From an optimization exercise on the open Yosys and OpenROAD flow, aimed at small area; shortcuts taken in it are not production practice. Function was checked by simulation only, so behaviour that the tests miss may differ from the original. Power figures rest on the tool's default switching activity, not on a simulated workload.

==> flow/design.v <==
module mnt_fxu (
    input  wire        clk,
    input  wire        rst,       
    input  wire        req,
    input  wire        we,
    input  wire [5:0]  addr,      
    input  wire [31:0] wdata,
    output wire        ready,
    output wire [31:0] rdata
);
    localparam [31:0] ID_VALUE = 32'h4D4E5431;
    reg [31:0] regs [0:15];
    reg [4:0]  ph;
    reg        run;
    reg [2:0]  pc;
    reg        ill, lipend;
    reg [3:0]  lird;
    reg [31:0] T, U, ACC;
    reg        cx, c, sa, sb, nz, guard, sticky, hb;
    reg        tq;            
    reg        bq;            
    reg        m_mul, m_div;  
    reg [4:0]  L;
    wire [5:0]  op = wdata[31:26];
    wire [3:0]  rd = wdata[25:22];
    wire [3:0]  ra = wdata[21:18];
    wire [3:0]  rb = wdata[17:14];
    wire [4:0]  k  = wdata[4:0];
    wire fmt_rrr = (op >= 6'h01 && op <= 6'h07) || op == 6'h0A;
    wire fmt_rrs = (op == 6'h08) || (op == 6'h09);
    wire fmt_rr  = (op == 6'h0B) || (op == 6'h0C) || (op >= 6'h10 && op <= 6'h17);
    wire fmt_ri  = (op == 6'h30);
    reg legal;
    always @(*) begin
        if (fmt_rrr)      legal = (wdata[13:0] == 14'd0);
        else if (fmt_rrs) legal = (wdata[17:5] == 13'd0);
        else if (fmt_rr)  legal = (wdata[17:0] == 18'd0);
        else if (fmt_ri)  legal = (wdata[21:0] == 22'd0);
        else              legal = 1'b0;
    end
    wire is_reg  = addr[5:4] == 2'b10;
    wire is_cmd  = we && addr == 6'h03;
    wire k_rd    = !we;
    wire k_wrr   = we && is_reg;
    wire k_li    = is_cmd && lipend;
    wire k_cmd   = is_cmd && !lipend && legal && !fmt_ri;
    wire k_long  = k_rd || k_wrr || k_li || k_cmd;
    wire imm     = req && !k_long;
    wire o_mul   = op == 6'h05 || op == 6'h06;
    wire o_div   = op == 6'h07;
    wire o_tof   = op == 6'h17;
    wire o_fromf = op == 6'h13;
    wire md      = o_mul || o_div;
    wire o_simple = fmt_rrr && !md;
    wire [2:0] last = k_rd ? 3'd1 : (k_wrr || k_li) ? 3'd0 :
                      md ? 3'd4 : o_tof ? 3'd2 : 3'd1;
    wire p_load  = run && k_cmd && pc == 3'd0;
    wire p_loadu = run && k_cmd && (md ? pc == 3'd1 : pc == 3'd0);
    wire p_out   = run && k_cmd && pc == last;
    wire p_shout = run && k_cmd && o_mul && pc == 3'd3;
    wire p_copy  = run && k_cmd && o_div && pc == 3'd3;
    wire p_gs    = run && k_cmd && o_tof && pc == 3'd1;
    wire p_wr    = run && pc == 3'd0 && (k_wrr || k_li);
    wire s_md    = run && pc == 3'd2;
    wire s_mul   = s_md && m_mul;
    wire s_div   = s_md && m_div;
    wire ph0  = ph == 5'd0;
    wire ph31 = ph == 5'd31;
    assign ready = imm || (run && (k_rd ? (pc == 3'd1) : (ph31 && pc == last)));
    wire [3:0] idx_x = k_rd ? addr[3:0] :
                       !run ? ra :
                       (pc == 3'd0) ? (o_simple ? rb : ra) :
                       (pc == 3'd1 && md) ? rb :
                       p_copy ? rd : ra;
    wire       x = regs[idx_x][0];
    wire negx = (o_div || o_tof) && sa && pc == 3'd0;
    wire xn   = x ^ (negx && cx);
    wire [7:0] fe = U[30:23];
    reg  [5:0] dd;
    always @(*) begin
        case (op)
            6'h03, 6'h04:             dd = 6'h36;            
            6'h08:                    dd = -{1'b0, k};
            6'h09:                    dd = {1'b0, k};
            6'h10, 6'h11, 6'h12:      dd = 6'h36;            
            6'h14, 6'h15, 6'h16:      dd = 6'd10;
            6'h13:                    dd = 6'd12 - fe[5:0];   
            6'h17:                    dd = p_gs ? (6'd24 - {1'b0, L}) : ({1'b0, L} - 6'd23);
            default:                  dd = 6'd0;
        endcase
    end
    wire       rev  = md && pc != 3'd0;
    wire [4:0] base = rev ? {~ph[3:0], 1'b0} : 5'd0;
    wire [4:0] off  = !rev ? dd[4:0] :
                      (pc == 3'd4 || (pc == 3'd3 && ph31)) ?
                          ((op == 6'h05) ? 5'd22 : o_div ? 5'd1 : 5'd0) : 5'd0;
    wire [4:0] sel  = base + off;
    wire       tp   = T[sel];
    wire [6:0] j    = {2'b00, ph} + {dd[5], dd};
    wire       jneg = j[6];
    wire       jbig = !j[6] && j[5];
    wire seen = ph0 ? 1'b0 : c;
    reg  o, c_nx;
    wire sub   = op == 6'h02 || op == 6'h04;
    wire w_add = (jneg ? 1'b0 : tp) ^ sub;
    wire cin_a = ph0 ? sub : c;
    wire fill  = (op == 6'h09 || op == 6'h14 || op == 6'h15) ? sa : 1'b0;
    wire v_sh  = jneg ? 1'b0 : jbig ? fill : tp;
    reg  win;
    always @(*) begin
        case (op)
            6'h0B:   win = ph >= 5'd10;
            6'h0C:   win = ph <  5'd10;
            6'h12:   win = ph >= 5'd10 && ph <= 5'd17;
            6'h16:   win = ph <= 5'd7;
            default: win = 1'b1;
        endcase
    end
    wire f_fnz  = |U[22:0];
    wire f_zero = (fe == 8'hFF && f_fnz) || fe <= 8'd116;
    wire f_sat  = fe >= 8'd148;
    wire v_ff   = jneg ? 1'b0 : (j <= 7'd22) ? tp : (j == 7'd23);
    wire       m_t   = jneg ? 1'b0 : tp;
    wire       up    = guard && (sticky || m_t);
    wire [7:0] e8    = {3'd0, L} + 8'd117;
    wire       ebit  = e8[ph[2:0] + 3'd1];
    wire       t_add = (ph <= 5'd22) ? m_t : ebit;
    wire       t_cc  = ph0 ? up : c;
    always @(*) begin
        o = 1'b0;
        c_nx = c;
        if (o_simple) begin
            if (op == 6'h0A) o = x & tp;
            else begin
                o    = x ^ w_add ^ cin_a;
                c_nx = (x & w_add) | (x & cin_a) | (w_add & cin_a);
            end
        end else if (o_mul) begin
            o = (op == 6'h05 && ph > 5'd21) ? hb : tq;
        end else if (o_div) begin
            o    = nz ? (tq ^ ((sa ^ sb) & seen)) : 1'b0;
            c_nx = seen | tq;
        end else if (o_fromf) begin
            o    = f_zero ? 1'b0 : f_sat ? (ph31 ? sa : !sa) : (v_ff ^ (sa & seen));
            c_nx = seen | v_ff;
        end else if (o_tof) begin
            o    = !nz ? 1'b0 : ph31 ? sa : (t_add ^ t_cc);
            c_nx = t_add & t_cc;
        end else begin
            o = v_sh & win;
        end
    end
    wire        bsub = s_div && (bq ^ sb);
    wire        ben  = s_div || (s_mul && tq);
    wire        ain  = s_div && tq;
    wire [31:0] aa   = {ACC[30:0], ain};
    wire [31:0] bb   = (U & {32{ben}}) ^ {32{bsub}};
    wire [31:0] sum;
    wire [32:0] cy;
    assign cy[0] = bsub;
    genvar gi;
    generate for (gi = 0; gi < 32; gi = gi + 1) begin : rca
        assign sum[gi]  = aa[gi] ^ bb[gi] ^ cy[gi];
        assign cy[gi+1] = (aa[gi] & bb[gi]) | (aa[gi] & cy[gi]) | (bb[gi] & cy[gi]);
    end endgenerate
    wire       wr   = p_wr || p_out || s_div;
    wire [3:0] widx = k_wrr ? addr[3:0] : k_li ? lird : rd;
    wire       wbit = p_wr ? wdata[ph] : s_div ? bq : o;
    integer r;
    always @(posedge clk) begin
        for (r = 0; r < 16; r = r + 1)
            regs[r] <= {(wr && widx == r) ? wbit : regs[r][0], regs[r][31:1]};
    end
    reg t_in;
    always @(*) begin
        if (run && k_rd)  t_in = is_reg && x;
        else if (p_load)  t_in = xn;
        else if (p_shout) t_in = ACC[31];
        else if (p_copy)  t_in = ph0 ? bq : x;
        else              t_in = T[0];
    end
    always @(posedge clk) begin
        T   <= {t_in, T[31:1]};
        ACC <= sum;
        if (p_loadu) U <= {xn, U[31:1]};
        cx <= ph31 ? 1'b0 : (cx | x);
        c  <= c_nx;
        tq <= (p_shout && ph31 && op == 6'h06) ? ACC[31] : tp;    
        bq <= !sum[31];
        m_mul <= o_mul;
        m_div <= o_div;
        if (p_out && ph == 5'd21) hb <= tq;
    end
    always @(posedge clk) begin
        if (rst) begin
            ph     <= 5'd0;
            run    <= 1'b0;
            pc     <= 3'd0;
            ill    <= 1'b0;
            lipend <= 1'b0;
            lird   <= 4'd0;
        end else begin
            ph <= ph + 5'd1;
            if (!run) begin
                if (req && k_long && ph31) begin
                    run <= 1'b1;
                    pc  <= 3'd0;
                end
                if (imm && we) begin
                    if (addr == 6'h02) begin
                        if (wdata[1]) ill <= 1'b0;
                    end else if (addr == 6'h03) begin
                        if (!legal) ill <= 1'b1;
                        else if (fmt_ri) begin
                            lipend <= 1'b1;
                            lird   <= rd;
                        end
                    end
                end
            end else if (ready) begin
                run <= 1'b0;
                if (k_li) lipend <= 1'b0;
            end else if (ph31) begin
                pc <= pc + 3'd1;
            end
        end
    end
    always @(posedge clk) begin
        if (!run && ph31) begin
            sa     <= x;
            nz     <= 1'b0;
            guard  <= 1'b0;
            sticky <= 1'b0;
        end else begin
            if (p_loadu && ph31) sb <= x;
            if (p_loadu && xn) begin
                nz <= 1'b1;
                L  <= ph;
            end
            if (p_gs) begin
                if (j == 7'd0) guard <= T[0];
                if (jneg) sticky <= sticky | T[0];
            end
        end
    end
    wire rd_id  = addr == 6'h00;
    wire rd_st  = addr == 6'h02;
    assign rdata = T | ({32{rd_id}} & ID_VALUE) |
                   {27'd0, rd_st & lipend, 2'b00, rd_st & ill, 1'b0};
endmodule
==> flow/config.mk <==
export PLATFORM = sky130hd
export DESIGN_NAME = mnt_fxu
export DESIGN_NICKNAME = mnt_fxu
export VERILOG_FILES = /design/flow/design.v
export SDC_FILE = /design/flow/constraint.sdc
export NUM_CORES = 4
export LEC_CHECK = 0
export CAP_MARGIN = 20
export CORE_MARGIN = 2
export CORE_UTILIZATION = 40
export SLEW_MARGIN = 20
==> flow/constraint.sdc <==
create_clock -name core_clock -period 14.0 [get_ports {clk}]
set_input_delay 2.8000 -clock core_clock [delete_from_list [all_inputs] [get_ports {clk}]]
set_output_delay 2.8000 -clock core_clock [all_outputs]
set_load 0.01 [all_outputs]
standard.sh (not shown) runs the stock make flow with config.mk's settings and CLKGATE_MAP_FILE= SYNTH_SCRIPT=/design/flow/synth_recipe.tcl, a recipe that flattens the netlist after the stock synthesis.
==> flow/flow/run.sh <==
#!/bin/bash
# Standard ORFS layout, with small port buffers and a clock tree without dummy loads.
set -euo pipefail
export BUFFER_PORTS_ARGS="-buffer_cell sky130_fd_sc_hd__buf_1"
export CTS_ARGS='-sink_clustering_enable -repair_clock_nets -dont_use_dummy_load -sink_clustering_size 20 -sink_clustering_max_diameter 45 -buf_list sky130_fd_sc_hd__clkbuf_8'
bash standard.sh > standard_flow.log 2>&1
The baseline finished with timing, DRC and antenna clean.
Then changed:
==> flow/run.sh (new file) <==
#!/bin/bash
# synth_recipe.tcl (not shown) runs the flow's synth.tcl, then flattens the netlist and writes it again
# the make line also repeats each setting of config.mk as NAME=value (left out here)
make -C /OpenROAD-flow-scripts/flow DESIGN_CONFIG=/design/flow/config.mk WORK_HOME=/design/flow/orfs CLKGATE_MAP_FILE= SYNTH_SCRIPT=/design/flow/synth_recipe.tcl finish
removed: flow/flow/run.sh
removed: flow/standard.sh
Effect: The changed run finished clean; design area went up by a little under a tenth; critical path depth is unchanged; synthesized area is unchanged; fmax barely changes; clock power came out higher by well over a third; hold slack is better by 0.044 ns; register-to-register slack is about the same; synthesized cell count is unchanged; setup slack got worse by 0.0065 ns; sequential power barely changes.
Then changed:
==> flow/flow/run.sh (new file) <==
#!/bin/bash
# Standard ORFS layout, with small port buffers and a clock tree without dummy loads.
set -euo pipefail
export BUFFER_PORTS_ARGS="-buffer_cell sky130_fd_sc_hd__buf_1"
export CTS_ARGS="-sink_clustering_enable -repair_clock_nets -dont_use_dummy_load -sink_clustering_size 16 -sink_clustering_max_diameter 50 -buf_list sky130_fd_sc_hd__clkbuf_8"
bash standard.sh > standard_flow.log 2>&1
==> flow/standard.sh (new file) <==
#!/bin/bash
# synth_recipe.tcl (not shown) runs the flow's synth.tcl, then flattens the netlist and writes it again
# the make line also repeats each setting of config.mk as NAME=value (left out here)
make -C /OpenROAD-flow-scripts/flow DESIGN_CONFIG=/design/flow/config.mk WORK_HOME=/design/flow/orfs CLKGATE_MAP_FILE= SYNTH_SCRIPT=/design/flow/synth_recipe.tcl "${@:-finish}"
ABC_AREA = 1   (was not set)
CORE_UTILIZATION = 70   (was 40)
removed: flow/run.sh
- The new run produced a clean layout
- die area decreases by about 40%
- worst setup slack gets worse by 0.10 ns
- total power decreases by 22%
- clock skew increases by 0.035 ns
Then changed:
ABC_AREA = not set   (was 1)
CORE_UTILIZATION = 40   (was 70)
What happened:
- The changed run went through all stages and came out clean
- via count shrinks by 11%
- synthesized cell count shrinks by 15%
- cell area grows by 1.2%
- area after synthesis shrinks by 0.48%
- non-clock buffer count grows by 4
- global-route usage shrinks by 12 points
Then changed:
ABC_AREA = 1   (was not set)
The new run ran to the end with no violations.
Utilization grows by 0.12 points.
Cell area grows by 0.47%.
Clock skew shrinks by 0.0066 ns.
Sequential power barely changes.
Power grows by about 0.5%.

static timing again, ports no longer ideal:
The flow's constraints put no driver on any port. The routed layouts listed below were extracted and timed again, unchanged, in two steps. Step 1 (the two cells are an assumption about what drives the block):
set clk [get_ports {clk}]
set_driving_cell -lib_cell sky130_fd_sc_hd__clkbuf_16 $clk
set_driving_cell -lib_cell sky130_fd_sc_hd__buf_2 [delete_from_list [all_inputs] $clk]
Step 2 also shifts input and output timing later by t, the mid clock arrival at the registers, as if the neighbouring blocks saw the same clock. Three values: ideal, step 1, step 2; two values: the first two.
run	t, ns	setup WS [ns]	latest minus earliest clock arrival (ns)
the first run	0.649	0.561 / 0.561 / 0.561	0.106 / 0.106
the second run	0.654	0.554 / 0.554 / 0.554	0.051 / 0.050
the third run	0.598	0.452 / 0.452 / 0.452	0.082 / 0.082
the fourth run	0.647	0.569 / 0.569 / 0.569	0.118 / 0.118
the fifth run	0.659	0.625 / 0.625 / 0.625	0.096 / 0.096
After both steps setup and hold are still met in every run listed.
